What follows belongs to an exercise in optimizing a design on an open flow for small area, a short achievable clock period and few clock cycles; a production flow would make more cautious choices. Only simulation tests tie the RTL to the original design; equivalence was not proved. Power is estimated from default activity; no workload was simulated.

===== config.mk =====
export PLATFORM = sky130hd
export DESIGN_NAME = fm_rsb
export DESIGN_NICKNAME = fm_rsb
export VERILOG_FILES = /design/flow/design.v
export SDC_FILE = /design/flow/constraint.sdc
export NUM_CORES = 4
export LEC_CHECK = 0
export CAP_MARGIN = 20
export CORE_MARGIN = 2
export CORE_UTILIZATION = 40
export SLEW_MARGIN = 20

===== constraint.sdc =====
create_clock -name core_clock -period 10.0 [get_ports {clk}]
set_input_delay 2.0000 -clock core_clock [delete_from_list [all_inputs] [get_ports {clk}]]
set_output_delay 2.0000 -clock core_clock [all_outputs]
set_load 0.01 [all_outputs]

===== design.v =====
module rsb_fieldmap (
    input  wire [7:0] fid,
    output reg  [3:0] freg
);
    always @* begin
        case (fid)
            8'h00, 8'h01:                               freg = 4'h0;
            8'h02, 8'h03, 8'h04:                        freg = 4'h1;
            8'h05, 8'h06, 8'h07, 8'h08, 8'h09, 8'h0A,
            8'h0B, 8'h0C, 8'h0D:                        freg = 4'h2;
            8'h0E, 8'h0F:                               freg = 4'h3;
            8'h10, 8'h11, 8'h12, 8'h13, 8'h14, 8'h15,
            8'h16, 8'h17, 8'h18:                        freg = 4'h4;
            8'h19, 8'h1A, 8'h1B, 8'h1C:                 freg = 4'h5;
            8'h1D, 8'h1E, 8'h1F, 8'h20, 8'h21:          freg = 4'h6;
            8'h22, 8'h23:                               freg = 4'h7;
            8'h24, 8'h25, 8'h26, 8'h27, 8'h28, 8'h29,
            8'h2A, 8'h2B:                               freg = 4'hA;
            8'h2C, 8'h2D, 8'h2E, 8'h2F:                 freg = 4'hB;
            8'h30:                                      freg = 4'hC;
            8'h31:                                      freg = 4'hD;
            8'h32:                                      freg = 4'hE;
            default:                                    freg = 4'hF;
        endcase
    end
endmodule
module fm_rsb (
    input  wire        clk,
    input  wire        rst,
    input  wire        cmd_valid,
    output wire        cmd_ready,
    input  wire [31:0] cmd,
    output reg         rsp_valid,
    output wire [31:0] rsp,
    output reg         bus_req,
    output reg  [1:0]  bus_op,
    output reg  [7:0]  bus_wdata,
    output reg         bus_rnack,
    input  wire        bus_done,
    input  wire        bus_ack,
    input  wire [7:0]  bus_rdata,
    output reg         dly_req,
    output reg  [9:0]  dly_ms,
    input  wire        dly_done
);
    localparam [1:0] B_BEGIN = 2'd0, B_WRITE = 2'd1, B_READ = 2'd2, B_END = 2'd3;
    function [15:0] fread(input [7:0] a, input [15:0] w);
        begin
            case (a)
            8'h00: fread = {12'h0, w[15:12]};
            8'h01: fread = {4'h0, w[11:0]};
            8'h02: fread = {10'h0, w[15:10]};
            8'h03: fread = {12'h0, w[9:6]};
            8'h04: fread = {10'h0, w[5:0]};
            8'h05: fread = {15'h0, w[15:15]};
            8'h06: fread = {15'h0, w[14:14]};
            8'h07: fread = {15'h0, w[13:13]};
            8'h08: fread = {15'h0, w[11:11]};
            8'h09: fread = {15'h0, w[10:10]};
            8'h0A: fread = {15'h0, w[9:9]};
            8'h0B: fread = {15'h0, w[8:8]};
            8'h0C: fread = {15'h0, w[6:6]};
            8'h0D: fread = {15'h0, w[0:0]};
            8'h0E: fread = {15'h0, w[15:15]};
            8'h0F: fread = {6'h0, w[9:0]};
            8'h10: fread = {15'h0, w[15:15]};
            8'h11: fread = {15'h0, w[14:14]};
            8'h12: fread = {15'h0, w[12:12]};
            8'h13: fread = {15'h0, w[11:11]};
            8'h14: fread = {15'h0, w[10:10]};
            8'h15: fread = {14'h0, w[7:6]};
            8'h16: fread = {14'h0, w[5:4]};
            8'h17: fread = {14'h0, w[3:2]};
            8'h18: fread = {14'h0, w[1:0]};
            8'h19: fread = {8'h0, w[15:8]};
            8'h1A: fread = {14'h0, w[7:6]};
            8'h1B: fread = {14'h0, w[5:4]};
            8'h1C: fread = {12'h0, w[3:0]};
            8'h1D: fread = {14'h0, w[15:14]};
            8'h1E: fread = {14'h0, w[13:12]};
            8'h1F: fread = {15'h0, w[8:8]};
            8'h20: fread = {12'h0, w[7:4]};
            8'h21: fread = {12'h0, w[3:0]};
            8'h22: fread = {15'h0, w[15:15]};
            8'h23: fread = {15'h0, w[14:14]};
            8'h24: fread = {15'h0, w[15:15]};
            8'h25: fread = {15'h0, w[14:14]};
            8'h26: fread = {15'h0, w[13:13]};
            8'h27: fread = {15'h0, w[12:12]};
            8'h28: fread = {15'h0, w[11:11]};
            8'h29: fread = {14'h0, w[10:9]};
            8'h2A: fread = {15'h0, w[8:8]};
            8'h2B: fread = {8'h0, w[7:0]};
            8'h2C: fread = {14'h0, w[15:14]};
            8'h2D: fread = {14'h0, w[13:12]};
            8'h2E: fread = {14'h0, w[11:10]};
            8'h2F: fread = {6'h0, w[9:0]};
            8'h30: fread = w;
            8'h31: fread = w;
            8'h32: fread = w;
            8'h33: fread = w;
            default: fread = 16'h0;
            endcase
        end
    endfunction
    function [15:0] fmerge(input [7:0] a, input [15:0] w, input [15:0] d);
        begin
            fmerge = w;
            case (a)
            8'h00: fmerge[15:12] = d[3:0];
            8'h01: fmerge[11:0] = d[11:0];
            8'h02: fmerge[15:10] = d[5:0];
            8'h03: fmerge[9:6] = d[3:0];
            8'h04: fmerge[5:0] = d[5:0];
            8'h05: fmerge[15:15] = d[0:0];
            8'h06: fmerge[14:14] = d[0:0];
            8'h07: fmerge[13:13] = d[0:0];
            8'h08: fmerge[11:11] = d[0:0];
            8'h09: fmerge[10:10] = d[0:0];
            8'h0A: fmerge[9:9] = d[0:0];
            8'h0B: fmerge[8:8] = d[0:0];
            8'h0C: fmerge[6:6] = d[0:0];
            8'h0D: fmerge[0:0] = d[0:0];
            8'h0E: fmerge[15:15] = d[0:0];
            8'h0F: fmerge[9:0] = d[9:0];
            8'h10: fmerge[15:15] = d[0:0];
            8'h11: fmerge[14:14] = d[0:0];
            8'h12: fmerge[12:12] = d[0:0];
            8'h13: fmerge[11:11] = d[0:0];
            8'h14: fmerge[10:10] = d[0:0];
            8'h15: fmerge[7:6] = d[1:0];
            8'h16: fmerge[5:4] = d[1:0];
            8'h17: fmerge[3:2] = d[1:0];
            8'h18: fmerge[1:0] = d[1:0];
            8'h19: fmerge[15:8] = d[7:0];
            8'h1A: fmerge[7:6] = d[1:0];
            8'h1B: fmerge[5:4] = d[1:0];
            8'h1C: fmerge[3:0] = d[3:0];
            8'h1D: fmerge[15:14] = d[1:0];
            8'h1E: fmerge[13:12] = d[1:0];
            8'h1F: fmerge[8:8] = d[0:0];
            8'h20: fmerge[7:4] = d[3:0];
            8'h21: fmerge[3:0] = d[3:0];
            8'h22: fmerge[15:15] = d[0:0];
            8'h23: fmerge[14:14] = d[0:0];
            8'h24: fmerge[15:15] = d[0:0];
            8'h25: fmerge[14:14] = d[0:0];
            8'h26: fmerge[13:13] = d[0:0];
            8'h27: fmerge[12:12] = d[0:0];
            8'h28: fmerge[11:11] = d[0:0];
            8'h29: fmerge[10:9] = d[1:0];
            8'h2A: fmerge[8:8] = d[0:0];
            8'h2B: fmerge[7:0] = d[7:0];
            8'h2C: fmerge[15:14] = d[1:0];
            8'h2D: fmerge[13:12] = d[1:0];
            8'h2E: fmerge[11:10] = d[1:0];
            8'h2F: fmerge[9:0] = d[9:0];
            8'h30: fmerge[15:0] = d[15:0];
            8'h31: fmerge[15:0] = d[15:0];
            8'h32: fmerge[15:0] = d[15:0];
            8'h33: fmerge[15:0] = d[15:0];
            default: ;
            endcase
        end
    endfunction
    wire [15:0] xw [0:15];         
    reg        bs_lo;              
    reg        be_lo;              
    reg [1:0]  spc;                
    reg        pwr_on;             
    reg        rdy;                
    reg        ex;                 
    reg [31:0] cq;                 
    reg        rsp_ok;
    reg [15:0] rsp_d;
    assign cmd_ready = rdy;
    assign rsp = {rsp_ok, 15'h0, rsp_d};
    reg [3:0]  ptr;                
    reg        lo;                 
    reg [3:0]  st;                 
    reg        start_q;            
    reg        srd;                
    reg        aph;                
    reg [1:0]  code;               
    reg        wr_go;              
    reg [7:0]  rdq;
    reg        mw_go;              
    reg [1:0]  mwg;
    wire [7:0]  op = cq[31:24];
    wire [7:0]  a  = cq[23:16];
    wire [15:0] d  = cq[15:0];
    wire [15:0] rword = xw[ptr];
    wire a0  = (a == 8'h0);
    wire d0  = (d == 16'h0);
    wire ah0 = (a[7:4] == 4'h0);
    wire fv  = (a < 8'h34);
    wire c_rdw   = (op == 8'h10) && ah0 && d0;
    wire c_wrw   = (op == 8'h11) && ah0;
    wire c_rdf   = (op == 8'h12) && fv && d0;
    wire c_wrf   = (op == 8'h13) && fv;
    wire c_rdall = (op == 8'h20) && a0 && d0;
    wire c_wrctl = (op == 8'h21) && a0 && d0;
    wire c_pwrup = (op == 8'h30) && a0 && d0;
    wire c_pwrdn = (op == 8'h31) && a0 && d0;
    wire c_rdpwr = (op == 8'h32) && a0 && d0;
    wire c_start = (op == 8'h33) && a0 && d0;
    wire c_band  = (op == 8'h40) && d0;
    wire c_space = (op == 8'h41) && d0;
    wire c_rdbs  = (op == 8'h42) && a0 && d0;
    wire c_rdbe  = (op == 8'h43) && a0 && d0;
    wire c_rdsp  = (op == 8'h44) && a0 && d0;
    wire c_long  = c_rdall | c_wrctl | c_pwrup | c_pwrdn | c_start;
    wire c_legal = c_rdw | c_wrw | c_rdf | c_wrf | c_long | c_rdpwr | c_band | c_space |
                   c_rdbs | c_rdbe | c_rdsp;
    reg [15:0] sdata;
    always @* begin
        sdata = 16'h0;
        if (c_rdw)   sdata = rword;
        if (c_rdf)   sdata = fread(a, rword);
        if (c_rdpwr) sdata = {14'h0, pwr_on, pwr_on};
        if (c_rdbs)  sdata = bs_lo ? 16'd7600 : 16'd8750;
        if (c_rdbe)  sdata = be_lo ? 16'd9000 : 16'd10800;
        if (c_rdsp)  sdata = (spc == 2'd0) ? 16'd20 : (spc == 2'd1) ? 16'd10 : 16'd5;
    end
    wire [3:0] s0 = c_rdall ? 4'd0 : c_wrctl ? 4'd1 : c_pwrdn ? 4'd10 : 4'd2;
    function [1:0] skind(input [3:0] s);    
        case (s)
            4'd0, 4'd2, 4'd5, 4'd8, 4'd10: skind = 2'd0;
            4'd4, 4'd7, 4'd12:             skind = 2'd2;
            default:                       skind = 2'd1;
        endcase
    endfunction
    function [9:0] sms(input [3:0] s);
        case (s)
            4'd4:    sms = 10'd500;
            4'd7:    sms = 10'd110;
            default: sms = 10'd10;
        endcase
    endfunction
    function [2:0] smw(input [3:0] s);      
        case (s)
            4'd3:    smw = 3'b100;
            4'd6:    smw = 3'b101;
            4'd11:   smw = 3'b110;
            4'd9:    smw = 3'b111;
            default: smw = 3'b000;
        endcase
    endfunction
    wire       s_last = (st == 4'd0) || (st == 4'd1) || (st == 4'd9) || (st == 4'd12) ||
                        ((st == 4'd7) && !start_q);
    wire [3:0] s_nx   = st + 4'd1;
    wire [3:0] l_st   = ex ? s0 : s_nx;           
    wire [1:0] l_kind = skind(l_st);
    wire [2:0] l_mw   = smw(l_st);
    wire bd       = bus_done & bus_req;
    wire dd       = dly_done & dly_req;
    wire step_end = (bd && bus_op == B_END) || dd;
    wire launch   = (ex && c_long) || (step_end && !s_last);
    wire finish   = step_end && s_last;
    wire        sh_we = wr_go || (ex && (c_wrw || c_wrf));
    wire [15:0] wd    = wr_go ? (lo ? {rword[15:8], rdq} : {rdq, rword[7:0]}) :
                        c_wrw ? d : fmerge(a, rword, d);
    genvar gi;
    generate
        for (gi = 0; gi < 16; gi = gi + 1) begin : g_word
            reg [15:0] w;
            assign xw[gi] = w;
            always @(posedge clk) begin
                if (sh_we && ptr == gi)
                    w <= wd;
                if (mw_go) begin
                    case (mwg)
                        2'd0: if (gi == 7) w[15] <= 1'b1;                   
                        2'd1: if (gi == 2) begin                                     
                                  w[0]  <= 1'b1;
                                  w[6]  <= 1'b0;
                                  w[14] <= 1'b0;
                              end
                        2'd2: begin                                                  
                                  if (gi == 7) w[14] <= 1'b1;               
                                  if (gi == 4) w[5:0] <= 6'h0;               
                                  if (gi == 2) begin                                 
                                      w[0]  <= 1'b1;
                                      w[6]  <= 1'b1;
                                      w[14] <= 1'b1;
                                  end
                              end
                        default: begin                                               
                                  if (gi == 5) w[15:4] <= 12'h191;       
                                  if (gi == 6) w[7:0] <= 8'h48;              
                                  if (gi == 2) w[10] <= 1'b0;               
                              end
                    endcase
                end
            end
        end
    endgenerate
    wire [3:0] cmd_freg;
    rsb_fieldmap u_fmap (.fid(cmd[23:16]), .freg(cmd_freg));
    always @(posedge clk) begin
        cq  <= cmd;
        rdq <= bus_rdata;
        if (rst) begin
            rdy       <= 1'b1;
            ex        <= 1'b0;
            rsp_valid <= 1'b0;
            bus_req   <= 1'b0;
            dly_req   <= 1'b0;
            wr_go     <= 1'b0;
            mw_go     <= 1'b0;
            pwr_on    <= 1'b0;
            bs_lo     <= 1'b0;
            be_lo     <= 1'b0;
            spc       <= 2'd1;
        end else begin
            ex        <= rdy && cmd_valid;
            if (rdy && cmd_valid) rdy <= 1'b0;
            rsp_valid <= (ex && !c_long) || finish;
            wr_go     <= bd && (bus_op == B_READ);
            mw_go     <= 1'b0;
            if (ex) begin
                if (c_band) begin
                    if (a == 8'd0) begin bs_lo <= 1'b0; be_lo <= 1'b0; end
                    if (a == 8'd1) begin bs_lo <= 1'b1; be_lo <= 1'b0; end
                    if (a == 8'd2) begin bs_lo <= 1'b1; be_lo <= 1'b1; end
                end
                if (c_space && a < 8'd3) spc <= a[1:0];
                if (c_start) begin bs_lo <= 1'b0; be_lo <= 1'b0; spc <= 2'd1; end
                if (c_pwrup || c_start) pwr_on <= 1'b1;
                if (c_pwrdn) pwr_on <= 1'b0;
                if (!c_long) rdy <= 1'b1;
            end
            if (finish) rdy <= 1'b1;
            if (bd) begin
                case (bus_op)
                    B_BEGIN: begin
                        bus_op    <= B_WRITE;
                        bus_wdata <= {7'h10, srd};
                        aph       <= 1'b1;
                    end
                    B_WRITE: begin
                        aph <= 1'b0;
                        if (!bus_ack) begin
                            bus_op <= B_END;
                            if (st == 4'd1) code <= aph ? 2'd1 : (lo ? 2'd2 : 2'd3);
                        end else if (aph && srd) begin
                            bus_op    <= B_READ;
                            bus_rnack <= 1'b0;
                        end else if (!aph && ptr == 4'd8) begin
                            bus_op <= B_END;
                        end else begin
                            bus_wdata <= lo ? rword[7:0] : rword[15:8];
                            lo        <= !lo;
                            if (lo) ptr <= ptr + 4'd1;
                        end
                    end
                    B_READ: begin
                        if (ptr == 4'd9 && lo) bus_op <= B_END;
                        bus_rnack <= (ptr == 4'd9);
                    end
                    default: bus_req <= 1'b0;    
                endcase
            end
            if (dd) dly_req <= 1'b0;
            if (wr_go) begin
                lo <= !lo;
                if (lo) ptr <= ptr + 4'd1;
            end
            if (launch) begin
                st <= l_st;
                if (l_kind == 2'd2) begin
                    dly_req <= 1'b1;
                    dly_ms  <= sms(l_st);
                end else begin
                    bus_req <= 1'b1;
                    bus_op  <= B_BEGIN;
                    srd     <= (l_kind == 2'd0);
                    ptr     <= (l_kind == 2'd0) ? 4'hA : 4'h2;
                    lo      <= 1'b0;
                end
                mw_go <= l_mw[2];
                mwg   <= l_mw[1:0];
            end
            if (ex && c_long) begin
                start_q <= c_start;
                code    <= 2'd0;
            end
        end
        if (rdy) ptr <= cmd[25] ? cmd_freg : cmd[19:16];
    end
    always @(posedge clk) begin
        if (ex) begin
            rsp_ok <= c_legal;
            rsp_d  <= c_legal ? sdata : 16'h0;
        end else begin
            rsp_ok <= 1'b1;
            rsp_d  <= {14'h0, code};
        end
    end
endmodule

===== flow/run.sh =====
#!/bin/bash
# Standard layout, with timing repair aimed at a setup slack margin well above
# the one the clock period alone asks for, so the repair sizes the critical paths.
set -euo pipefail
bash standard.sh SETUP_SLACK_MARGIN=6.5 finish > standard.log 2>&1

===== standard.sh =====
#!/bin/bash
# synth_recipe.tcl (not shown) runs the flow's synth.tcl, then flattens the netlist and writes it again
# the make line also repeats each setting of config.mk as NAME=value (left out here)
make -C /OpenROAD-flow-scripts/flow DESIGN_CONFIG=/design/flow/config.mk WORK_HOME=/design/flow/orfs CLKGATE_MAP_FILE= SYNTH_SCRIPT=/design/flow/synth_recipe.tcl "${@:-finish}"

==> summary.md, run 1 <==
| Metric | Value |
|---|---|
| GRT Util Overall | between 20% and 30% |
| Post-Synthesis Cells | 1531 |
| Max Slew Vio Count | 0 |
| Die ar. | 43590 sq um |
| Via count | 13.65k |
| Post-synth EDFFs | 254 |
| DIE WIDTH | 208.8 microns |
| Simple-gate portion of the synthesized area | 15.69% |
| Xor/xnor share of the synthesized area | less than 1% |
| Starting Density | 40.26% |
| Vias in the first global route | around 13k |
| Largest net degree at the start of global routing | 60 |
| Vias/cell | 6.257 |
| Drt first pass iters | 6 |
| WS Path Type | in -> reg |
| CP Max Fanout | 6 |
| Mux contribution to synthesized area | 1.991% |
| # setup viols final | 0 |
| F_max | 287.6 MHz |
| Clk_skew | between 0.015 and 0.02 ns |
| WHS | 0.4568 ns |
| Hold Crit Start | g_word[6].w[0]$_DFF_P_ |
| Total power | approximately 3.7 mW |
| Main combinational cell family by area after synthesis | compound AO/OA/AOI/OAI gates |
| N_diodes | 0 |
| Hold Path Class | reg -> reg |
| Asr flop ratio synth | 0% |
| Area Overhead vs Synth | 18.28% |
| Fin nets | 1673 |
| Crit path DAT | 3.79 ns |
| I/O Buffers | 85 |
| # DRC | 0 |
| CTS buffer count | 39 |
| Register area | 9657 sq um |
| Synth warnings | 2 |
| #FFs+latches synth | between 300 and 400 |
| RSZ-0062 raised after global routing | true |
| Yosys cell types | 97 |
| Core Rows | 75 |
| First-pass GRT wire length | approximately 86000 microns |
| Top FF cell, synth | edfxtp_1 |
| Synthesized cell area | 16770 sq um |
| Setup_tns | 0 ns |
| Pwr per Cell Area | 187.7 nW/um^2 |
| Crit. End Element | flip-flop |
| Placed cells | 2084 |
| CTS tree | yes |
| Non-Filler Instances | 2181 |
| CTS H-tree lvls | 2 |
| Clock Tree Buf Depth | 3 |
| Flop2flop setup slack | 6.53 ns |
| Worst Tran Pin Value | 1.096 ns |
| Clk sinks | around 360 |
| Clock latency (worst-skew pair) | 0.57 ns |
| Period minus WS final | between 3 and 4 ns |
| Max Cap Violations | 0 |
| Leakage Power | around 6.9 nW |
| Clock slew at reported path FFs | 0.06 ns |
| Initial antenna violation count | 0 |
| Hold Buf Count CTS | 0 |
| Req. time, crit path | 10.32 ns |
| Status | finished clean |
| Syn Area/Cell | between 10 and 15 sq um |
| Cell at the root of the clock tree | clkbuf_16 |
| I/O pins | around 100 |
| DRT iter0 DRCs | 2115 |
| VDD IR max | 104.0 uV |
| Slew margin rel. | 26.92% |
| Final hold vios | 0 |
| Share of cells above drive strength 1 | 13.09% |
| Die Span Y | 208.8 microns |
| WL final | 58980 microns |
| Fillers | 3782 |
| Post-route antenna net violation count | 0 |
| Drt wl/cell | 27.04 microns |
| Grt ovf | 0 |
| Fin crit share | 34.77% |
| Worst-case reg-to-reg path depth | 11 |
| DP HPWL | around 39000 microns |
| FF-to-FF Start | ptr[0]$_DFFE_PP_ |
| Synth Area in Adders | 1.253% |
| Sequential-to-total area share from yosys stat | 57.52% |
| Hold Path Sink | g_word[6].w[0]$_DFF_P_ |
| Routability cong. | 0.9664 |
| Post-synthesis compound-gate area fraction | 18.29% |
| RR Endpoint | rsp_d[3]$_SDFF_PP0_ |
| WHS Path Cells | 2 |
| Core area | 41670 sq um |
| Area of the multi-input gates | 6725 sq um |
| Setup crit start kind | input port |
[report_power, final]
| part | internal, mW | total (mW) | switching, mW |
|---|---|---|---|
| Clock | 0.769 | 1.37 | 0.605 |
| Combinational | 0.209 | 0.657 | 0.448 |
| Sequential | 1.67 | 1.69 | 0.0236 |
| Total | 2.65 | 3.73 | 1.08 |
[how the worst max path moves through the flow]
| stage | from | endpoint | slack (ns) | cells after the start |
|---|---|---|---|---|
| floorplan | bus_done | ptr[1]$_DFFE_PP_ | 6.58 | 6 |
| global placement | ptr[0]$_DFFE_PP_ | g_word[8].w[15]$_DFFE_PP_ | 5.30 | 8 |
| detailed placement | ptr[0]$_DFFE_PP_ | g_word[14].w[15]$_DFFE_PP_ | 5.19 | 8 |
| CTS | dly_ms[7]$_DFFE_PP_ | dly_ms[4] | 6.50 | 1 |
| global route | ptr[1]$_DFFE_PP_ | rsp_d[1]$_DFF_P_ | 6.44 | 11 |
| finish | bus_done | ptr[1]$_DFFE_PP_ | 6.52 | 7 |
[timing repair]
item / 4_1_cts / 5_1_grt
setup buffers: 7 / 16
endpoints found under the setup margin: 336 / 219
gates cloned: 1 / 1
pin swaps: 6 / 7
gates resized for setup: 73 / 38
[cell usage after synthesis, types with 12 or more instances]
cell type  count  area (sq um)
edfxtp_1     254          7627
a221oi_1      21         183.9
nand2b_1      22         137.6
and2_1        14         87.58
ha_1          16         200.2
o22ai_1       14         87.58
dfxtp_1      101          2022
a22oi_1       47         352.8
nand2_1      151         566.8
nand3_1       62         310.3
buf_2         34         170.2
buf_4         23         172.7
nor2_1        97         364.1
a21oi_1      113         565.5
o21ai_0       55         275.3
a211oi_1      28         210.2
inv_1         38         142.6
mux2i_1       30         300.3
a222oi_1      12         120.1
and3_1        21         131.4
o31ai_1       14         105.1
a31oi_1       21         131.4
buf_1         12         45.04
nor3_1        39         195.2
o211ai_1      12         90.09
a22o_1        14         122.6
clkbuf_1      48         180.2
nor4_1        14         87.58
[metal layers]
layer | track usage (%) | share of wire (%) | vias up
met1 | 35.82 | 41 | 6666
met2 | 41.66 | 46 | 829
met5 | 0 | 0 | -
li1 | - | - | 6008
met4 | 11.11 | 4.2 | 0
met3 | 5.065 | 9.1 | 144
[final cells by class]
cell class	count	area share (%)
clock inverter	25	0.8324
clock buffer	47	5.228
timing repair buffer	144	7.069
inverter	41	0.8828
sequential	355	48.67
tap	539	3.399
multi-input combinational	1029	33.89
timing repair inverter	1	0.02522
[cells in the final DEF, fill, tap and decap left out, types with 13 or more instances in the layout]
cell / instances
o21ai_0: 54
a221oi_1: 18
edfxtp_1: 254
nor3_1: 39
dfxtp_1: 97
inv_1: 32
a22oi_1: 46
and3_1: 19
mux2i_1: 30
a22o_1: 13
a211oi_1: 26
a31oi_1: 20
nor2_1: 93
a21oi_1: 109
clkbuf_16: 40
nand2_1: 147
nand3_1: 61
clkdlybuf4s50_1: 64
conb_1: 17
nand2b_1: 21
buf_4: 48
[registers in the layout (all words and copies together), names as in the netlist, 2 cells and up]
register and cells:
g_word.w 256, cq 32, rsp_d 16, bus_wdata 8, rdq 8, ptr 4
st 4, dly_ms 3, bus_op 2, code 2, mwg 2, spc 2
[cells by family (layout without fill, tap and decap cells)]
family / count (synthesis) / in the layout
AND/OR/NAND/NOR: 511 / 511
AO/OA/AOI/OAI: 441 / 442
other: 1 / 17
buffers and inverters: 164 / 258
flip-flops: 355 / 355
XOR/XNOR: 10 / 10
adder cells (fa/ha/maj): 17 / 17
multiplexers: 32 / 32
[worst max-delay path, stage by stage]
cell and delay, ns:
clkdlybuf4s50_1 0.45, and2_1 0.22, a32oi_1 0.26, nor2_1 0.12, nor2_2 0.21, and2b_4 0.25
o31a_1 0.28
[stage by stage]
stage,setup WS (ns),cell area [sq um],util (%)
2_1_floorplan,6.580,16830,-
3_3_place_gp,5.295,18010,43.23
3_5_place_dp,5.188,18010,43.23
4_1_cts,6.500,19550,46.91
5_1_grt,6.437,19840,47.62
6_report,6.523,19840,47.62
Testbench counts, summed over its fixed seeds: cycles 137,417.
==> inputs of run 2 (changes only) <==
==> run.sh (new file) <==
#!/bin/bash
# synth_recipe.tcl (not shown) runs the flow's synth.tcl, then flattens the netlist and writes it again
# the make line also repeats each setting of config.mk as NAME=value (left out here)
make -C /OpenROAD-flow-scripts/flow DESIGN_CONFIG=/design/flow/config.mk WORK_HOME=/design/flow/orfs CLKGATE_MAP_FILE= SYNTH_SCRIPT=/design/flow/synth_recipe.tcl finish
--- a/config.mk
+++ b/config.mk
@@ -6,4 +6,5 @@
 export NUM_CORES = 4
 export LEC_CHECK = 0
+export ABC_CLOCK_PERIOD_IN_PS = 2500
 export CAP_MARGIN = 20
 export CORE_MARGIN = 2
removed: flow/run.sh
removed: standard.sh
==> summary.md, run 2 <==
| Metric | Value |
|---|---|
| Drt wl/cell | 26.79 microns (-0.94%) |
| Routability cong. | 0.9664 (unchanged) |
| Switching share of power | 28.64% (-0.26 points) |
| Req. time, crit path | 10.21 ns (-0.11 ns) |
| Power share of the combinational group | 15.9% (-1.7 points) |
| Crit path from | ptr[0]$_DFFE_PP_ |
| Top cells by area, synth | edfxtp_1, dfxtp_1, nand2_1 |
| DIE WIDTH | 208.8 microns (unchanged) |
| Pwr per Cell Area | 189.6 nW/um^2 (+0.98%) |
| WL final | 57810 microns (-2.0%) |
| Post-synth top area share | 45.47% (unchanged) |
| Post-synth top cells | edfxtp_1, nand2_1, a21oi_1 |
| # setup viols final | 0 (unchanged) |
| FF-to-FF Start | ptr[0]$_DFFE_PP_ |
| Area Overhead vs Synth | 14.69% |
| F_max | 212.2 MHz (-26%) |
| Post-CTS resize count | 0 (-100%) |
| WHS Path Cells | 2 (unchanged) |
| Clk_skew | 0.01933 ns (+0.001896 ns) |
| Core area | 41670 sq um (unchanged) |
| Seq pwr share | 46.5% (+1.0 points) |
| WS Path Type | reg -> reg |
| Drt first pass iters | 6 (unchanged) |
| Final Core Density | 46.17% (-1.4 points) |
| Max reg flops | 256 (unchanged) |
| Clock latency (worst-skew pair) | 0.57 ns (about the same) |
| Crit path buf inv count | 2 (+1) |
| Initial antenna violation count | 0 (unchanged) |
| Post-route antenna net violation count | 0 (unchanged) |
| Vias/cell | 6.256 (about the same) |
| Setup_tns | 0 ns (unchanged) |
| Max Cap Violations | 0 (unchanged) |
| Crit-path slowest cell | o31ai_2 |
| Post-Synthesis Cells | 1531 (unchanged) |
| Fin nets | 1650 (-1.4%) |
| Cell-internal power | 2.603 mW (-1.7%) |
| # DRC | 0 (unchanged) |
| Top Registers | g_word.w: 256 flops, cq: 32 flops, rsp_d: 16 flops |
| Cells along the critical path | inv_1 -> ha_2 -> buf_4 -> a2111o_1 -> o32a_1 -> a31oi_1 -> o31ai_2 |
| N_diodes | 0 (unchanged) |
| Hold Buf Count CTS | 0 (unchanged) |
| Clock Tree Buf Depth | 3 (unchanged) |
| Die ar. | 43590 sq um (unchanged) |
| Hold Path Sink | g_word[6].w[0]$_DFF_P_ |
| CTS tree | yes |
| CP Max Fanout | 46 (+40) |
| Hold Path Class | reg -> reg |
| Clock slew at reported path FFs | 0.07 ns (about the same) |
| Most common cell in the netlist | edfxtp_1 |
| Worst-case reg-to-reg path depth | 7 (-4) |
| Leakage Power | 6.590 nW (-4.8%) |
| Most frequent cells in the layout | edfxtp_1, nand2_1, a21oi_1 |
| Largest net degree at the start of global routing | 59 (-1.7%) |
| Yosys top cell by area | edfxtp_1 |
| DRT iter0 DRCs | 1935 (-8.5%) |
| Non-Filler Instances | 2158 (-1.1%) |
| WHS | 0.4556 ns (-0.001154 ns) |
| Hold Crit Start | g_word[6].w[0]$_DFF_P_ |
| Max Slew Vio Count | 0 (unchanged) |
| Clk sinks | 355 (unchanged) |
| Cell at the root of the clock tree | clkbuf_16 |
| Status | finished clean |
| Sequential-to-total area share from yosys stat | 57.52% (unchanged) |
| I/O Buffers | 85 (unchanged) |
| Via count | 13.50k (-1.1%) |
| Biggest cell delay along the critical path | 0.90 ns (+0.45 ns) |
| CTS H-tree lvls | 2 (unchanged) |
| CTS buffer count | 39 (unchanged) |
| RSZ-0062 raised after global routing | false |
| Post-synth EDFFs | 254 (unchanged) |
| Asr flop ratio synth | 0% (unchanged) |
| Fillers | 3843 (+1.6%) |
| Synthesized cell area | 16770 sq um (unchanged) |
| Fin crit share | 47.12% (+12 points) |
| Top FF cell, synth | edfxtp_1 |
| VDD IR max | 103.8 uV (-0.21%) |
| #FFs+latches synth | 355 (unchanged) |
| Crit. End Element | flip-flop |
| Crit path DAT | 4.92 ns (+1.13 ns) |
| Delay-heaviest family, CP | compound AO/OA/AOI/OAI gates |
| Core Rows | 75 (unchanged) |
| I/O pins | 103 (unchanged) |
| DP HPWL | 38880 microns (unchanged) |
| RR Endpoint | g_word[10].w[13]$_DFFE_PP_ |
| Yosys cell types | 97 (unchanged) |
| First-pass GRT wire length | 85230 microns (-1.1%) |
| Period minus WS final | 4.712 ns (+1.234 ns) |
| Synth warnings | 2 (unchanged) |
| Number of post-CTS setup repair buffers | 0 (-7) |
| Placed cells | 2084 (unchanged) |
| Share of cells above drive strength 1 | 8.338% (-4.8 points) |
| Vias in the first global route | 12.75k (-0.91%) |
| Worst Tran Pin Value | 1.132 ns (+0.03599 ns) |
| Psw | 1.045 mW (-3.0%) |
| Commonest non-fill, non-tap cell in the layout | edfxtp_1 |
| Clock power frac | 37.6% (+0.7 points) |
| Setup crit start kind | flip-flop |
| Die Span Y | 208.8 microns (unchanged) |
| Flop2flop setup slack | 5.29 ns (-1.24 ns) |
| Largest Register | g_word.w |
| Syn Area/Cell | 10.96 sq um (unchanged) |
| GRT Util Overall | 26.12% (-0.32 points) |
| Starting Density | 40.26% (unchanged) |
| Grt ovf | 0 (unchanged) |
| Slew margin rel. | 24.24% (-2.7 points) |
| Final hold vios | 0 (unchanged) |
-- run 2: layout make-up --
class / instances / area (sq um) / area share (%)
Timing Repair Buffer: 123 / 1136 / 5.905
Clock inverter: 25 / 165.2 / 0.8585
Inverter: 41 / 153.9 / 0.7999
Tap cell: 539 / 674.4 / 3.505
Multi-Input combinational cell: 1028 / 6422 / 33.38
Sequential cell: 355 / 9649 / 50.16
Clock buffer: 47 / 1037 / 5.391
-- run 2: cell families after synthesis --
group,Yosys count,synth area share (%)
and+or+nand+nor,511,15.69
muxes,32,1.991
xor gates and xnor gates,10,0.5222
DFF,355,57.52
other,1,0.02235
adders and majority gates,17,1.253
buffers and inverters,164,4.706
AOI/OAI and AO/OA,441,18.29
-- run 2: worst max path at each step --
stage                                  to  slack [ns]  cells after the start
4_1_cts         g_word[4].w[15]$_DFFE_PP_        5.14                      8
3_5_place_dp   g_word[14].w[15]$_DFFE_PP_        5.19                      8
2_1_floorplan            ptr[1]$_DFFE_PP_        6.58                      6
3_3_place_gp    g_word[8].w[15]$_DFFE_PP_        5.30                      8
6_report       g_word[10].w[13]$_DFFE_PP_        5.29                      7
5_1_grt         g_word[2].w[13]$_DFFE_PP_        5.07                      7
-- run 2: metrics by stage --
step | setup WS [ns] | instance area, sq um | total power, mW
6_report | 5.288 | 19240 | 3.647
5_1_grt | 5.067 | 19240 | 3.757
4_1_cts | 5.143 | 19210 | 3.642
3_5_place_dp | 5.188 | 18010 | 2.281
3_3_place_gp | 5.295 | 18010 | 2.273
2_1_floorplan | 6.580 | 16830 | 2.059
-- run 2: power by group through the flow --
stage / clock [mW] / combinational (mW) / sequential, mW
floorplan: 0 / 0.347 / 1.71
global placement: 0 / 0.547 / 1.73
detailed placement: 0 / 0.555 / 1.73
CTS: 1.39 / 0.558 / 1.69
global route: 1.45 / 0.611 / 1.70
finish: 1.37 / 0.581 / 1.69
-- run 2: worst register-to-register path, delay by kind of cell, from the launching register on --
kind                       cells  cell delay, ns
adders and majority gates      1            0.55
AOI/OAI and AO/OA              4            2.59
DFF                            1            0.43
buffers and inverters          2            0.77
-- run 2: layer usage --
layer	global-route usage, %	wire length [microns]
met5	0	0
met4	11.28	2506
met3	5.125	5258
met2	40.74	26270
met1	35.54	23780
==> inputs of run 3 (changes only) <==
--- a/config.mk
+++ b/config.mk
@@ -6,5 +6,4 @@
 export NUM_CORES = 4
 export LEC_CHECK = 0
-export ABC_CLOCK_PERIOD_IN_PS = 2500
 export CAP_MARGIN = 20
 export CORE_MARGIN = 2
==> summary.md, run 3 <==
| Metric | Value |
|---|---|
| Core area | 41670 sq um (unchanged) |
| N_diodes | 0 (unchanged) |
| WHS | 0.4556 ns (unchanged) |
| Vias in the first global route | 12.75k (unchanged) |
| DP HPWL | 38880 microns (unchanged) |
| Largest net degree at the start of global routing | 59 (unchanged) |
| DIE WIDTH | 208.8 microns (unchanged) |
| Area of the multi-input gates | 6422 sq um (unchanged) |
| Top Registers | g_word.w: 256 flops, cq: 32 flops, rsp_d: 16 flops |
| Post-synth top area share | 45.47% (unchanged) |
| Hold Buf Count CTS | 0 (unchanged) |
| GRT Util Overall | 26.12% (unchanged) |
| Top FF cell, synth | edfxtp_1 |
| Die ar. | 43590 sq um (unchanged) |
| Largest Register | g_word.w |
| Worst Tran Pin Value | 1.132 ns (unchanged) |
| Fillers | 3843 (unchanged) |
| Non-Filler Instances | 2158 (unchanged) |
| Fin nets | 1650 (unchanged) |
| Period minus WS final | 4.712 ns (unchanged) |
| Vias/cell | 6.256 (unchanged) |
| Max reg flops | 256 (unchanged) |
| Final Core Density | 46.17% (unchanged) |
| Max Slew Vio Count | 0 (unchanged) |
| Clk sinks | 355 (unchanged) |
| Fin crit share | 47.12% (unchanged) |
| Clock latency (worst-skew pair) | 0.57 ns (about the same) |
| Req. time, crit path | 10.21 ns (about the same) |
| Leakage Power | 6.590 nW (unchanged) |
| WL final | 57810 microns (unchanged) |
| Status | finished clean |
| Final hold vios | 0 (unchanged) |
| Clock Tree Buf Depth | 3 (unchanged) |
| Share of cells above drive strength 1 | 8.338% (unchanged) |
| Synthesized cell area | 16770 sq um (unchanged) |
| Hold Path Class | reg -> reg |
| Asr flop ratio synth | 0% (unchanged) |
| I/O pins | 103 (unchanged) |
| F_max | 212.2 MHz (unchanged) |
| Initial antenna violation count | 0 (unchanged) |
| Drt first pass iters | 6 (unchanged) |
| Pwr per Cell Area | 189.6 nW/um^2 (unchanged) |
| CP Max Fanout | 46 (unchanged) |
| Setup crit start kind | flip-flop |
| Top cells by area, synth | edfxtp_1, dfxtp_1, nand2_1 |
| Post-Synthesis Cells | 1531 (unchanged) |
| Post-synth top cells | edfxtp_1, nand2_1, a21oi_1 |
| CTS buffer count | 39 (unchanged) |
| Sequential-to-total area share from yosys stat | 57.52% (unchanged) |
| Starting Density | 40.26% (unchanged) |
| Post-CTS resize count | 0 (unchanged) |
| Area Overhead vs Synth | 14.69% (unchanged) |
| Setup_tns | 0 ns (unchanged) |
| First-pass GRT wire length | 85230 microns (unchanged) |
| Yosys top cell by area | edfxtp_1 |
| Die Span Y | 208.8 microns (unchanged) |
| Most frequent cells in the layout | edfxtp_1, nand2_1, a21oi_1 |
| Max Cap Violations | 0 (unchanged) |
| Placed cells | 2084 (unchanged) |
| Crit. End Element | flip-flop |
| RSZ-0062 raised after global routing | false |
| Crit path DAT | 4.92 ns (about the same) |
| Via count | 13.50k (unchanged) |
| Clk_skew | 0.01933 ns (unchanged) |
| Register area | 9649 sq um (unchanged) |
| Commonest non-fill, non-tap cell in the layout | edfxtp_1 |
| CTS tree | yes |
| Clock slew at reported path FFs | 0.07 ns (about the same) |
| Drt wl/cell | 26.79 microns (unchanged) |
| #FFs+latches synth | 355 (unchanged) |
| Grt ovf | 0 (unchanged) |
| Number of post-CTS setup repair buffers | 0 (unchanged) |
| I/O Buffers | 85 (unchanged) |
| Slew margin rel. | 24.24% (unchanged) |
| Synth warnings | 2 (unchanged) |
| Yosys cell types | 97 (unchanged) |
| Post-synth EDFFs | 254 (unchanged) |
| Cell at the root of the clock tree | clkbuf_16 |
| Worst setup margin | 5.288 ns (unchanged) |
| Syn Area/Cell | 10.96 sq um (unchanged) |
| WS Path Type | reg -> reg |
| Dpl ws | 5.188 ns (unchanged) |
| CTS H-tree lvls | 2 (unchanged) |
| DRT iter0 DRCs | 1935 (unchanged) |
| Routability cong. | 0.9664 (unchanged) |
| Post-route antenna net violation count | 0 (unchanged) |
| Core Rows | 75 (unchanged) |
| VDD IR max | 103.8 uV (unchanged) |
| # DRC | 0 (unchanged) |
| Most common cell in the netlist | edfxtp_1 |
| # setup viols final | 0 (unchanged) |
## run 3: cell counts after synthesis
Identical to the previous run, type by type.
## run 3: where the power goes
part / switching [mW] / internal [mW] / leakage (nW) / total, mW
sequential: 0.0241 / 1.67 / 3.12 / 1.69
clock: 0.602 / 0.769 / 0.589 / 1.37
combinational: 0.418 / 0.162 / 2.88 / 0.581
total: 1.04 / 2.60 / 6.59 / 3.65
## run 3: path summary, 6_finish.rpt
check                         startpoint                    endpoint  slack, ns  cells after the start
hold / removal    g_word[6].w[0]$_DFF_P_      g_word[6].w[0]$_DFF_P_       0.46                      2
setup reg to reg        ptr[0]$_DFFE_PP_  g_word[10].w[13]$_DFFE_PP_       5.29                      7
hold reg to reg   g_word[6].w[0]$_DFF_P_      g_word[6].w[0]$_DFF_P_       0.46                      2
setup / recovery        ptr[0]$_DFFE_PP_  g_word[10].w[13]$_DFFE_PP_       5.29                      7
## run 3: final cells by class
type | count | area share (%)
inverter | 41 | 0.7999
clock inverter | 25 | 0.8585
timing repair buffer | 123 | 5.905
clock buffer | 47 | 5.391
sequential | 355 | 50.16
multi-input combinational | 1028 | 33.38
tap | 539 | 3.505
## run 3: per-stage QoR
step                      area (sq um)  power [mW]
after floorplan                  16830       2.059
after global placement           18010       2.273
after detailed placement         18010       2.281
after CTS                        19210       3.642
after global routing             19240       3.757
final                            19240       3.647
## run 3: worst max-delay path, stage by stage, from the launching register on
cell and delay [ns]:
edfxtp_1 0.43, inv_1 0.17, ha_2 0.55, buf_4 0.59, a2111o_1 0.85, o32a_1 0.63, a31oi_1 0.17, o31ai_2 0.90
## run 3: cells by family (layout without fill, tap and decap cells)
logic type / after synthesis / in the layout / share of synthesized area (%)
muxes: 32 / 32 / 1.991
adders and majority gates: 17 / 17 / 1.253
other: 1 / 17 / 0.02235
DFF: 355 / 355 / 57.52
and+or+nand+nor: 511 / 511 / 15.69
buffers and inverters: 164 / 236 / 4.706
xor gates and xnor gates: 10 / 10 / 0.5222
AOI/OAI and AO/OA: 441 / 441 / 18.29
## run 3: metal layers
layer,track usage [%],share of wire [%],vias up
li1,-,-,5944
met1,35.54,41,6647
met2,40.74,45,767
met3,5.125,9.1,143
met4,11.28,4.3,0
met5,0,0,-
==> inputs of run 4 (changes only) <==
--- a/design.v
+++ b/design.v
@@ -164,4 +164,28 @@
         end
     endfunction
+    function [2:0] cclass(input [31:0] c);
+        reg [7:0] op, a;
+        reg a0, d0, ah0, fv;
+        begin
+            op  = c[31:24];
+            a   = c[23:16];
+            a0  = (a == 8'h0);
+            d0  = (c[15:0] == 16'h0);
+            ah0 = (a[7:4] == 4'h0);
+            fv  = (a < 8'h34);
+            case (op)
+                8'h10:                   cclass = {ah0 && d0, 1'b0, ah0 && d0};
+                8'h11:                   cclass = {ah0, 2'b00};
+                8'h12:                   cclass = {fv && d0, 1'b0, fv && d0};
+                8'h13:                   cclass = {fv, 2'b00};
+                8'h20, 8'h21, 8'h30, 8'h31, 8'h33:
+                                         cclass = {a0 && d0, a0 && d0, 1'b0};
+                8'h32, 8'h42, 8'h43, 8'h44:
+                                         cclass = {a0 && d0, 1'b0, a0 && d0};
+                8'h40, 8'h41:            cclass = {d0, 2'b00};
+                default:                 cclass = 3'b000;
+            endcase
+        end
+    endfunction
     wire [15:0] xw [0:15];         
     reg        bs_lo;              
@@ -191,26 +215,25 @@
     wire [15:0] d  = cq[15:0];
     wire [15:0] rword = xw[ptr];
-    wire a0  = (a == 8'h0);
-    wire d0  = (d == 16'h0);
-    wire ah0 = (a[7:4] == 4'h0);
-    wire fv  = (a < 8'h34);
-    wire c_rdw   = (op == 8'h10) && ah0 && d0;
-    wire c_wrw   = (op == 8'h11) && ah0;
-    wire c_rdf   = (op == 8'h12) && fv && d0;
-    wire c_wrf   = (op == 8'h13) && fv;
-    wire c_rdall = (op == 8'h20) && a0 && d0;
-    wire c_wrctl = (op == 8'h21) && a0 && d0;
-    wire c_pwrup = (op == 8'h30) && a0 && d0;
-    wire c_pwrdn = (op == 8'h31) && a0 && d0;
-    wire c_rdpwr = (op == 8'h32) && a0 && d0;
-    wire c_start = (op == 8'h33) && a0 && d0;
-    wire c_band  = (op == 8'h40) && d0;
-    wire c_space = (op == 8'h41) && d0;
-    wire c_rdbs  = (op == 8'h42) && a0 && d0;
-    wire c_rdbe  = (op == 8'h43) && a0 && d0;
-    wire c_rdsp  = (op == 8'h44) && a0 && d0;
-    wire c_long  = c_rdall | c_wrctl | c_pwrup | c_pwrdn | c_start;
-    wire c_legal = c_rdw | c_wrw | c_rdf | c_wrf | c_long | c_rdpwr | c_band | c_space |
-                   c_rdbs | c_rdbe | c_rdsp;
+    wire       acc     = rdy && cmd_valid;
+    wire [2:0] icls    = cclass(cmd);
+    wire       i_legal = icls[2];
+    wire       i_long  = icls[1];
+    wire       i_fast  = !(icls[1] || icls[0]);    
+    wire [2:0] xcls    = cclass(cq);
+    wire x_legal = xcls[2];
+    wire x_read  = xcls[0];
+    wire c_rdw   = (op == 8'h10) && x_legal;
+    wire c_wrw   = (op == 8'h11) && x_legal;
+    wire c_rdf   = (op == 8'h12) && x_legal;
+    wire c_wrf   = (op == 8'h13) && x_legal;
+    wire c_pwrup = (op == 8'h30) && x_legal;
+    wire c_pwrdn = (op == 8'h31) && x_legal;
+    wire c_rdpwr = (op == 8'h32) && x_legal;
+    wire c_start = (op == 8'h33) && x_legal;
+    wire c_band  = (op == 8'h40) && x_legal;
+    wire c_space = (op == 8'h41) && x_legal;
+    wire c_rdbs  = (op == 8'h42) && x_legal;
+    wire c_rdbe  = (op == 8'h43) && x_legal;
+    wire c_rdsp  = (op == 8'h44) && x_legal;
     reg [15:0] sdata;
     always @* begin
@@ -223,5 +246,4 @@
         if (c_rdsp)  sdata = (spc == 2'd0) ? 16'd20 : (spc == 2'd1) ? 16'd10 : 16'd5;
     end
-    wire [3:0] s0 = c_rdall ? 4'd0 : c_wrctl ? 4'd1 : c_pwrdn ? 4'd10 : 4'd2;
     function [1:0] skind(input [3:0] s);    
         case (s)
@@ -247,14 +269,14 @@
         endcase
     endfunction
+    wire [3:0] i_s0 = !cmd[28] ? {3'b000, cmd[24]} : (cmd[25:24] == 2'b01) ? 4'd10 : 4'd2;
     wire       s_last = (st == 4'd0) || (st == 4'd1) || (st == 4'd9) || (st == 4'd12) ||
                         ((st == 4'd7) && !start_q);
     wire [3:0] s_nx   = st + 4'd1;
-    wire [3:0] l_st   = ex ? s0 : s_nx;           
-    wire [1:0] l_kind = skind(l_st);
-    wire [2:0] l_mw   = smw(l_st);
+    wire [1:0] n_kind = skind(s_nx);
+    wire [2:0] n_mw   = smw(s_nx);
     wire bd       = bus_done & bus_req;
     wire dd       = dly_done & dly_req;
     wire step_end = (bd && bus_op == B_END) || dd;
-    wire launch   = (ex && c_long) || (step_end && !s_last);
+    wire launch   = step_end && !s_last;
     wire finish   = step_end && s_last;
     wire        sh_we = wr_go || (ex && (c_wrw || c_wrf));
@@ -271,14 +293,14 @@
                 if (mw_go) begin
                     case (mwg)
-                        2'd0: if (gi == 7) w[15] <= 1'b1;                   
-                        2'd1: if (gi == 2) begin                                     
+                        2'd0: if (gi == 7) w[15] <= 1'b1;            
+                        2'd1: if (gi == 2) begin                      
                                   w[0]  <= 1'b1;
                                   w[6]  <= 1'b0;
                                   w[14] <= 1'b0;
                               end
-                        2'd2: begin                                                  
-                                  if (gi == 7) w[14] <= 1'b1;               
-                                  if (gi == 4) w[5:0] <= 6'h0;               
-                                  if (gi == 2) begin                                 
+                        2'd2: begin                                   
+                                  if (gi == 7) w[14] <= 1'b1;         
+                                  if (gi == 4) w[5:0] <= 6'h0;        
+                                  if (gi == 2) begin                  
                                       w[0]  <= 1'b1;
                                       w[6]  <= 1'b1;
@@ -286,8 +308,8 @@
                                   end
                               end
-                        default: begin                                               
-                                  if (gi == 5) w[15:4] <= 12'h191;       
-                                  if (gi == 6) w[7:0] <= 8'h48;              
-                                  if (gi == 2) w[10] <= 1'b0;               
+                        default: begin                                
+                                  if (gi == 5) w[15:4] <= 12'h191;    
+                                  if (gi == 6) w[7:0] <= 8'h48;       
+                                  if (gi == 2) w[10] <= 1'b0;         
                               end
                     endcase
@@ -314,9 +336,13 @@
             spc       <= 2'd1;
         end else begin
-            ex        <= rdy && cmd_valid;
-            if (rdy && cmd_valid) rdy <= 1'b0;
-            rsp_valid <= (ex && !c_long) || finish;
+            ex        <= acc;
+            rsp_valid <= (ex && x_read) || finish || (acc && i_fast);
             wr_go     <= bd && (bus_op == B_READ);
             mw_go     <= 1'b0;
+            if (acc && !i_fast) rdy <= 1'b0;
+            if (acc && i_long) begin
+                bus_req <= 1'b1;
+                bus_op  <= B_BEGIN;
+            end
             if (ex) begin
                 if (c_band) begin
@@ -329,5 +355,5 @@
                 if (c_pwrup || c_start) pwr_on <= 1'b1;
                 if (c_pwrdn) pwr_on <= 1'b0;
-                if (!c_long) rdy <= 1'b1;
+                if (x_read) rdy <= 1'b1;
             end
             if (finish) rdy <= 1'b1;
@@ -338,4 +364,6 @@
                         bus_wdata <= {7'h10, srd};
                         aph       <= 1'b1;
+                        ptr       <= srd ? 4'hA : 4'h2;
+                        lo        <= 1'b0;
                     end
                     B_WRITE: begin
@@ -368,32 +396,37 @@
             end
             if (launch) begin
-                st <= l_st;
-                if (l_kind == 2'd2) begin
+                st <= s_nx;
+                if (n_kind == 2'd2) begin
                     dly_req <= 1'b1;
-                    dly_ms  <= sms(l_st);
+                    dly_ms  <= sms(s_nx);
                 end else begin
                     bus_req <= 1'b1;
                     bus_op  <= B_BEGIN;
-                    srd     <= (l_kind == 2'd0);
-                    ptr     <= (l_kind == 2'd0) ? 4'hA : 4'h2;
-                    lo      <= 1'b0;
+                    srd     <= (n_kind == 2'd0);
                 end
-                mw_go <= l_mw[2];
-                mwg   <= l_mw[1:0];
+                mw_go <= n_mw[2];
+                mwg   <= n_mw[1:0];
             end
-            if (ex && c_long) begin
+            if (ex && xcls[1]) begin
                 start_q <= c_start;
                 code    <= 2'd0;
             end
         end
-        if (rdy) ptr <= cmd[25] ? cmd_freg : cmd[19:16];
+        if (rdy) begin
+            st  <= i_s0;
+            srd <= (i_s0 != 4'd1);
+            ptr <= cmd[25] ? cmd_freg : cmd[19:16];
+        end
     end
     always @(posedge clk) begin
-        if (ex) begin
-            rsp_ok <= c_legal;
-            rsp_d  <= c_legal ? sdata : 16'h0;
-        end else begin
+        if (ex && x_read) begin
+            rsp_ok <= 1'b1;
+            rsp_d  <= sdata;
+        end else if (finish) begin
             rsp_ok <= 1'b1;
             rsp_d  <= {14'h0, code};
+        end else begin
+            rsp_ok <= i_legal;
+            rsp_d  <= 16'h0;
         end
     end
==> flow/run.sh (new file) <==
#!/bin/bash
# Standard layout, except: port buffers are plain buffers (buf_4) instead of the
# delay cells the default pick gives, resizing may change a cell's footprint,
# and timing repair aims at a setup slack margin well above the one the clock
# period alone asks for, so that it sizes the critical paths. make's output
# goes to standard.log.
set -euo pipefail
bash standard.sh "BUFFER_PORTS_ARGS=-buffer_cell sky130_fd_sc_hd__buf_4" \
    MATCH_CELL_FOOTPRINT=0 SETUP_SLACK_MARGIN=7 finish > standard.log 2>&1
==> standard.sh (new file) <==
#!/bin/bash
# synth_recipe.tcl (not shown) runs the flow's synth.tcl, then flattens the netlist and writes it again
# the make line also repeats each setting of config.mk as NAME=value (left out here)
make -C /OpenROAD-flow-scripts/flow DESIGN_CONFIG=/design/flow/config.mk WORK_HOME=/design/flow/orfs CLKGATE_MAP_FILE= SYNTH_SCRIPT=/design/flow/synth_recipe.tcl "${@:-finish}"
removed: run.sh
==> summary.md, run 4 <==
| Metric | Value |
|---|---|
| WHS Path Cells | 2 (unchanged) |
| Commonest non-fill, non-tap cell in the layout | edfxtp_1 |
| Most frequent cells in the layout | edfxtp_1, buf_4, nand2_1 |
| Status | finished clean |
| CTS H-tree lvls | 2 (unchanged) |
| Req. time, crit path | 10.46 ns (+0.25 ns) |
| Placed cell area | 18060 sq um (+0.29%) |
| Top FF cell, synth | edfxtp_1 |
| GR Util met3 | 6.168% (+1.0 points) |
| Clk_skew | 0.03335 ns (+0.01402 ns) |
| RSZ-0062 raised after global routing | true |
| DRT iter0 DRCs | 2277 (+18%) |
| Clock Tree Buf Depth | 3 (unchanged) |
| Hold Buf Count CTS | 0 (unchanged) |
| Synthesized cell area | 17070 sq um (+1.7%) |
| Core area | 42040 sq um (+0.90%) |
| Setup_tns | 0 ns (unchanged) |
| Asr flop ratio synth | 0% (unchanged) |
| Worst setup margin | 6.665 ns (+1.377 ns) |
| RR Endpoint | g_word[7].w[15]$_DFF_P_ |
| N_diodes | 0 (unchanged) |
| Cell at the root of the clock tree | clkbuf_16 |
| Hold Path Class | reg -> reg |
| Top Registers | g_word.w: 256 flops, cq: 32 flops, rsp_d: 16 flops |
| First-pass GRT wire length | 91450 microns (+7.3%) |
| Crit path DAT | 3.79 ns (-1.13 ns) |
| Leakage Power | 8.152 nW (+24%) |
| Sequential-to-total area share from yosys stat | 56.54% (-0.98 points) |
| Post-route antenna net violation count | 0 (unchanged) |
| GRT Util Overall | 27.79% (+1.7 points) |
| Drt wl/cell | 27.60 microns (+3.0%) |
| M1 GR Usage | 36.28% (+0.74 points) |
| Top cells by area, synth | edfxtp_1, dfxtp_1, nand2_1 |
| Share of cells above drive strength 1 | 34.08% (+26 points) |
| Largest Register | g_word.w |
| Met2 Usage GRT | 44.35% (+3.6 points) |
| Clock latency (worst-skew pair) | 0.57 ns (about the same) |
| Fin crit share | 33.35% (-14 points) |
| Initial antenna violation count | 1 (+1) |
| Yosys top cell by area | edfxtp_1 |
| Drt first pass iters | 8 (+2) |
| # DRC | 0 (unchanged) |
| Final Core Density | 54.38% (+8.2 points) |
| Fin area | 22860 sq um (+19%) |
| Via count | 14.89k (+10%) |
| CP Max Fanout | 8 (-83%) |
| Vias/cell | 6.401 (+2.3%) |
| Post-synth EDFFs | 254 (unchanged) |
| F_max | 299.9 MHz (+41%) |
| CTS tree | yes |
| Final hold vios | 0 (unchanged) |
| DIE WIDTH | 210.6 microns (+0.85%) |
| Clock slew at reported path FFs | 0.06 ns (about the same) |
| Dpl ws | 5.234 ns (+0.04592 ns) |
| Hold Path Sink | g_word[5].w[4]$_DFF_P_ |
| Die ar. | 44330 sq um (+1.7%) |
| Max reg flops | 256 (unchanged) |
| Pwr per Cell Area | 166.1 nW/um^2 (-12%) |
| FF-to-FF Start | ptr[1]$_DFFE_PP_ |
| Post-synth top area share | 44.69% (-0.78 points) |
| WS Path Type | reg -> reg |
| Setup crit start kind | flip-flop |
| CTS buffer count | 38 (-2.6%) |
| Fin nets | 1817 (+10%) |
| Most common cell in the netlist | edfxtp_1 |
| DP HPWL | 37360 microns (-3.9%) |
| Synth warnings | 2 (unchanged) |
| WL final | 64200 microns (+11%) |
| Busiest grt layer | met2 |
| VDD IR max | 133.7 uV (+29%) |
| Grt ovf | 0 (unchanged) |
| Syn Area/Cell | 11.10 sq um (+1.3%) |
| Worst-case reg-to-reg path depth | 14 (+7) |
| Core Rows | 75 (unchanged) |
| Starting Density | 40.60% (+0.33 points) |
| Fillers | 3447 (-10%) |
| Yosys cell types | 102 (+5.2%) |
| Max Cap Violations | 0 (unchanged) |
| Slew margin rel. | 24.77% (+0.53 points) |
| I/O Buffers | 85 (unchanged) |
| Hold Crit Start | g_word[5].w[4]$_DFF_P_ |
| Vias in the first global route | 13.89k (+8.9%) |
| Post-synth top cells | edfxtp_1, nand2_1, dfxtp_1 |
| Total power | 3.796 mW (+4.1%) |
| Area of the multi-input gates | 7975 sq um (+24%) |
| Post-Synthesis Cells | 1537 (+0.39%) |
| Register area | 9688 sq um (+0.40%) |
| Largest net degree at the start of global routing | 34 (-42%) |
| Max Slew Vio Count | 0 (unchanged) |
| Worst Tran Pin Value | 1.117 ns (-0.01558 ns) |
| Clk sinks | 355 (unchanged) |
| Crit path from | ptr[1]$_DFFE_PP_ |
| Area Overhead vs Synth | 33.95% |
| Flop2flop setup slack | 6.67 ns (+1.38 ns) |
| Period minus WS final | 3.335 ns (-1.377 ns) |
| Routability cong. | 0.9520 (-1.5%) |
| # setup viols final | 0 (unchanged) |
| I/O pins | 103 (unchanged) |
| #FFs+latches synth | 355 (unchanged) |
| Crit. End Element | flip-flop |
| Die Span Y | 210.6 microns (+0.85%) |
run 4: area by class of cell:
type	instances	share of cell area [%]
clock inverter	13	0.5856
multi-input combinational	1029	34.89
tap	539	2.950
clock buffer	57	4.740
sequential	355	42.38
timing repair inverter	4	0.1314
timing repair buffer	286	13.43
inverter	43	0.8976
run 4: metal layers:
layer	wire length [microns]	share of wire, %	vias up
met5	37	0.058	-
met4	3444	5.4	2
met3	7129	11	241
met2	29380	46	1032
met1	24200	38	7256
li1	-	-	6357
run 4: report_power, final:
group	switching, mW	internal (mW)	leakage [nW]
Combinational	0.409	0.330	4.43
Clock	0.598	0.807	0.597
Sequential	0.0220	1.63	3.12
Total	1.03	2.77	8.15
run 4: stage by stage:
stage	std cells	hold WS, ns
2_1_floorplan	1553	0.4286
4_1_cts	2271	0.4627
5_1_grt	2326	0.4892
3_5_place_dp	2081	0.4514
3_3_place_gp	2081	0.4496
6_report	2326	0.4707
run 4: how the worst max path moves through the flow:
stage / to / slack [ns] / depth (start not counted)
detailed placement: g_word[9].w[12]$_DFFE_PP_ / 5.23 / 10
global placement: g_word[5].w[13]$_DFF_P_ / 5.48 / 11
CTS: g_word[2].w[9]$_DFFE_PN_ / 6.82 / 14
global route: g_word[5].w[15]$_DFF_P_ / 6.57 / 15
floorplan: bus_op[1]$_DFFE_PN_ / 6.57 / 6
finish: g_word[7].w[15]$_DFF_P_ / 6.67 / 14
run 4: timing repair:
item | CTS | global route
setup endpoints to repair | 545 | 393
setup buffers | 102 | 48
gates resized for setup | 235 | 174
pin swaps | 77 | 64
cloned | 18 | 7
run 4: cell families (layout without fill, tap and decap cells):
group / count (synthesis) / after routing / synth area share [%]
compound gates: 443 / 444 / 18.37
xor+xnor: 7 / 7 / 0.3592
fa+ha+maj: 15 / 15 / 1.085
buf+inv: 171 / 403 / 5.081
flops: 355 / 355 / 56.54
mux: 49 / 49 / 3.013
other cells: 1 / 17 / 0.02197
simple gates: 496 / 497 / 15.53
run 4: worst max-delay path, stage by stage (launching register included):
cell and delay [ns]:
edfxtp_1 0.45, buf_6 0.16, ha_4 0.16, buf_6 0.11, buf_8 0.13, buf_4 0.14
buf_8 0.14, a221oi_1 0.35, nor3_1 0.11, a2111o_2 0.58, buf_6 0.18, mux2i_4 0.21
o22ai_4 0.19, mux2i_1 0.25, nand2_1 0.07
Testbench counts of run 4, summed over its fixed seeds: cycles 134,294.
==> inputs of run 5 (changes only) <==
==> flow/run.sh (replaced) <==
#!/bin/bash
# Standard layout, except: port buffers are plain buffers (buf_4) instead of the
# delay cells the default pick gives, and timing repair aims at a setup slack
# margin well above the one the clock period alone asks for, so that it sizes
# the critical paths. make's output goes to standard.log.
set -euo pipefail
bash standard.sh "BUFFER_PORTS_ARGS=-buffer_cell sky130_fd_sc_hd__buf_4" \
    SETUP_SLACK_MARGIN=6.5 finish > standard.log 2>&1
==> summary.md, run 5 <==
| Metric | Value |
|---|---|
| I/O pins | 103 (unchanged) |
| WS Path Type | reg -> reg |
| Period minus WS final | 3.435 ns (+0.09989 ns) |
| Clock Tree Buf Depth | 3 (unchanged) |
| Mux contribution to synthesized area | 3.013% (unchanged) |
| CP Max Fanout | 14 (+6) |
| Vias/cell | 6.209 (-3.0%) |
| Die Span Y | 210.6 microns (unchanged) |
| # setup viols final | 0 (unchanged) |
| Psw | 0.9202 mW (-11%) |
| WL final | 57250 microns (-11%) |
| Cell at the root of the clock tree | clkbuf_16 |
| Power share of the combinational group | 13.4% (-6.1 points) |
| Xor/xnor share of the synthesized area | 0.3592% (unchanged) |
| Synthesized cell area | 17070 sq um (unchanged) |
| I/O Buffers | 85 (unchanged) |
| Placed cells | 2082 (+0.048%) |
| Hold Path Class | reg -> reg |
| Post-synth top cells | edfxtp_1, nand2_1, dfxtp_1 |
| Top Registers | g_word.w: 256 flops, cq: 32 flops, rsp_d: 16 flops |
| Vias in the first global route | 13.11k (-5.6%) |
| Cell-internal power | 2.578 mW (-6.8%) |
| Clk sinks | 355 (unchanged) |
| Top cells by area, synth | edfxtp_1, dfxtp_1, nand2_1 |
| Setup_tns | 0 ns (unchanged) |
| Yosys cell types | 102 (unchanged) |
| Post-synth top area share | 44.69% (unchanged) |
| Starting Density | 40.60% (unchanged) |
| Syn Area/Cell | 11.10 sq um (unchanged) |
| VDD IR max | 115.1 uV (-14%) |
| Max Slew Vio Count | 0 (unchanged) |
| DIE WIDTH | 210.6 microns (unchanged) |
| Clock slew at reported path FFs | 0.06 ns (about the same) |
| Setup crit start kind | flip-flop |
| Post-Synthesis Cells | 1537 (unchanged) |
| Final hold vios | 0 (unchanged) |
| Clock power frac | 39.4% (+2.4 points) |
| Clk_skew | 0.03034 ns (-0.003017 ns) |
| M1 GR Usage | 34.20% (-2.1 points) |
| Routability cong. | 0.9266 (-2.7%) |
| Most common cell in the netlist | edfxtp_1 |
| Largest net degree at the start of global routing | 56 (+65%) |
| Via count | 13.63k (-8.4%) |
| Fin crit share | 34.35% (+1.0 points) |
| Largest Register | g_word.w |
| Worst Tran Pin Value | 0.8979 ns (-0.2188 ns) |
| Crit. End Element | flip-flop |
| Drt first pass iters | 6 (-2) |
| Biggest cell delay along the critical path | 0.49 ns (-0.09 ns) |
| Slew margin rel. | 39.78% (+15 points) |
| F_max | 291.1 MHz (-2.9%) |
| DP HPWL | 37990 microns (+1.7%) |
| Grt ovf | 0 (unchanged) |
| Met2 Usage GRT | 41.65% (-2.7 points) |
| WHS | 0.4784 ns (+0.007719 ns) |
| Pwr per Cell Area | 174.4 nW/um^2 (+5.0%) |
| Fin nets | 1687 (-7.2%) |
| Share of cells above drive strength 1 | 19.98% (-14 points) |
| Max reg flops | 256 (unchanged) |
| Most common cell on crit path | buf_4 |
| N_diodes | 0 (unchanged) |
| Leakage Power | 7.072 nW (-13%) |
| Non-Filler Instances | 2196 (-5.6%) |
| Most frequent cells in the layout | edfxtp_1, buf_4, nand2_1 |
| Delay-heaviest family, CP | compound AO/OA/AOI/OAI gates |
| DRT iter0 DRCs | 1758 (-23%) |
| CTS buffer count | 38 (unchanged) |
| Die ar. | 44330 sq um (unchanged) |
| Crit-path slowest cell | a2111oi_4 |
| Initial antenna violation count | 0 (-1) |
| Hold Buf Count CTS | 0 (unchanged) |
| Status | finished clean |
| Simple-gate portion of the synthesized area | 15.53% (unchanged) |
| Synth warnings | 2 (unchanged) |
| Commonest non-fill, non-tap cell in the layout | edfxtp_1 |
| Cells along the critical path | buf_4 -> ha_4 -> buf_16 -> a222oi_1 -> o22ai_1 -> a2111oi_4 -> buf_4 -> nor2_1 -> mux2i_2 -> o2bb2ai_4 -> clkinvlp_4 -> buf_4 |
| CTS H-tree lvls | 2 (unchanged) |
| Core area | 42040 sq um (unchanged) |
| CTS tree | yes |
| Crit path DAT | 3.74 ns (-0.05 ns) |
| Top FF cell, synth | edfxtp_1 |
| Drt wl/cell | 26.07 microns (-5.5%) |
| GRT Util Overall | 25.49% (-2.3 points) |
| Clock latency (worst-skew pair) | 0.57 ns (about the same) |
| Seq pwr share | 47.3% (+3.8 points) |
| Yosys top cell by area | edfxtp_1 |
| Post-route antenna net violation count | 0 (unchanged) |
| # DRC | 0 (unchanged) |
| Busiest grt layer | met2 |
| Sequential-to-total area share from yosys stat | 56.54% (unchanged) |
| Switching share of power | 26.30% (-0.80 points) |
| Post-synth EDFFs | 254 (unchanged) |
| Post-synthesis compound-gate area fraction | 18.37% (unchanged) |
| Max Cap Violations | 0 (unchanged) |
| GR Util met3 | 3.859% (-2.3 points) |
| Asr flop ratio synth | 0% (unchanged) |
| First-pass GRT wire length | 84690 microns (-7.4%) |
| Synth Area in Adders | 1.085% (unchanged) |
| Main combinational cell family by area after synthesis | compound AO/OA/AOI/OAI gates |
| #FFs+latches synth | 355 (unchanged) |
| RSZ-0062 raised after global routing | true |
| Area Overhead vs Synth | 17.54% |
| Req. time, crit path | 10.30 ns (-0.16 ns) |
| Crit path buf inv count | 5 (-1) |
| Core Rows | 75 (unchanged) |
-- run 5: cell types whose count changed in the layout (fill, tap and decap cells not counted), sizes merged --
cell	change
buf	-114
clkbuf	-13
clkinv	+3
bufinv	-2
clkinvlp	-2
nor2	-1
o22ai	-1
-- run 5: path summary, 6_finish.rpt --
path	depth (start not counted)	slack, ns	to	start
max	12	6.57	g_word[1].w[1]$_DFFE_PP_	ptr[0]$_DFFE_PP_
min	1	0.48	g_word[2].w[0]$_DFF_P_	g_word[2].w[0]$_DFF_P_
min reg2reg	1	0.48	g_word[2].w[0]$_DFF_P_	g_word[2].w[0]$_DFF_P_
max reg2reg	12	6.57	g_word[1].w[1]$_DFFE_PP_	ptr[0]$_DFFE_PP_
-- run 5: cell families (layout without fill, tap and decap cells) --
family	after synthesis	in the layout
other	1	17
adder cells (fa/ha/maj)	15	15
flip-flops	355	355
buffers and inverters	171	275
AND/OR/NAND/NOR	496	496
AO/OA/AOI/OAI	443	443
multiplexers	49	49
XOR/XNOR	7	7
-- run 5: metrics by stage --
step                total power [mW]  instance area [sq um]  setup WS, ns  utilization (%)
finish                         3.498                  20060         6.565            47.72
global route                   3.595                  20060         6.491            47.72
CTS                            3.462                  19710         6.492            46.89
detailed placement             2.059                  18030         5.179            42.89
global placement               2.055                  18030         5.354            42.89
floorplan                      1.910                  17130         6.511                -
-- run 5: power groups by stage --
stage	clock network [mW]	registers, mW	logic (mW)
after global placement	0	1.69	0.368
final	1.38	1.65	0.467
after CTS	1.39	1.65	0.417
after global routing	1.45	1.65	0.492
after detailed placement	0	1.69	0.372
after floorplan	0	1.67	0.238
-- run 5: metal layers --
layer | part of all wire (%) | routed length (microns)
met2 | 47 | 26870
met5 | 0 | 0
met1 | 40 | 23170
met4 | 3.9 | 2257
met3 | 8.7 | 4955
-- run 5: layout make-up --
cell class / count / area (sq um)
fillers: 3839 / 21980
clock inverters: 14 / 90.09
inverters: 43 / 192.7
well taps: 539 / 674.4
clock buffers: 56 / 1130
multi-input cells: 1027 / 6949
repair inverters: 2 / 15.01
repair buffers: 160 / 1356
flip-flops and latches: 355 / 9653
-- run 5: worst register-to-register path, delay by kind of cell, from the launching register on --
family / cells / cell delay [ns]
DFF: 1 / 0.43
AOI/OAI and AO/OA: 4 / 1.29
muxes: 1 / 0.27
adders and majority gates: 1 / 0.24
and+or+nand+nor: 1 / 0.09
buffers and inverters: 5 / 0.87
-- run 5: what timing repair did --
action                     CTS  global route
resized for setup           60            25
pin swaps                    7            12
cloned                       2             2
setup buffers               17            23
setup endpoints to repair  473           307

-- afterwards: timing with drivers on the ports --
Ports are ideal in the flow. The routed layouts listed here were re-timed in OpenROAD.
Step 1 sets driving cells, clkbuf_16 on the clock port and buf_2 on the other inputs (assumed; they add their load-dependent delay and slew).
Step 2, shift: input delay + t, output delay - t, t = (earliest + latest rising clock arrival at the registers) / 2. This alone moves slack from input paths to output paths.
Slacks: ideal / step 1 / step 2; pairs: ideal / step 1.
| run | t, ns | setup slack, ns |
|---|---|---|
| run 1 | 0.617 | 6.523 / 6.484 / 5.938 |
| run 2 | 0.615 | 5.288 / 5.288 / 5.288 |
| run 3 | 0.615 | 5.288 / 5.288 / 5.288 |
| run 4 | 0.611 | 6.665 / 6.665 / 6.232 |
| run 5 | 0.617 | 6.565 / 6.565 / 6.003 |
After both steps setup and hold are still met in every run listed.
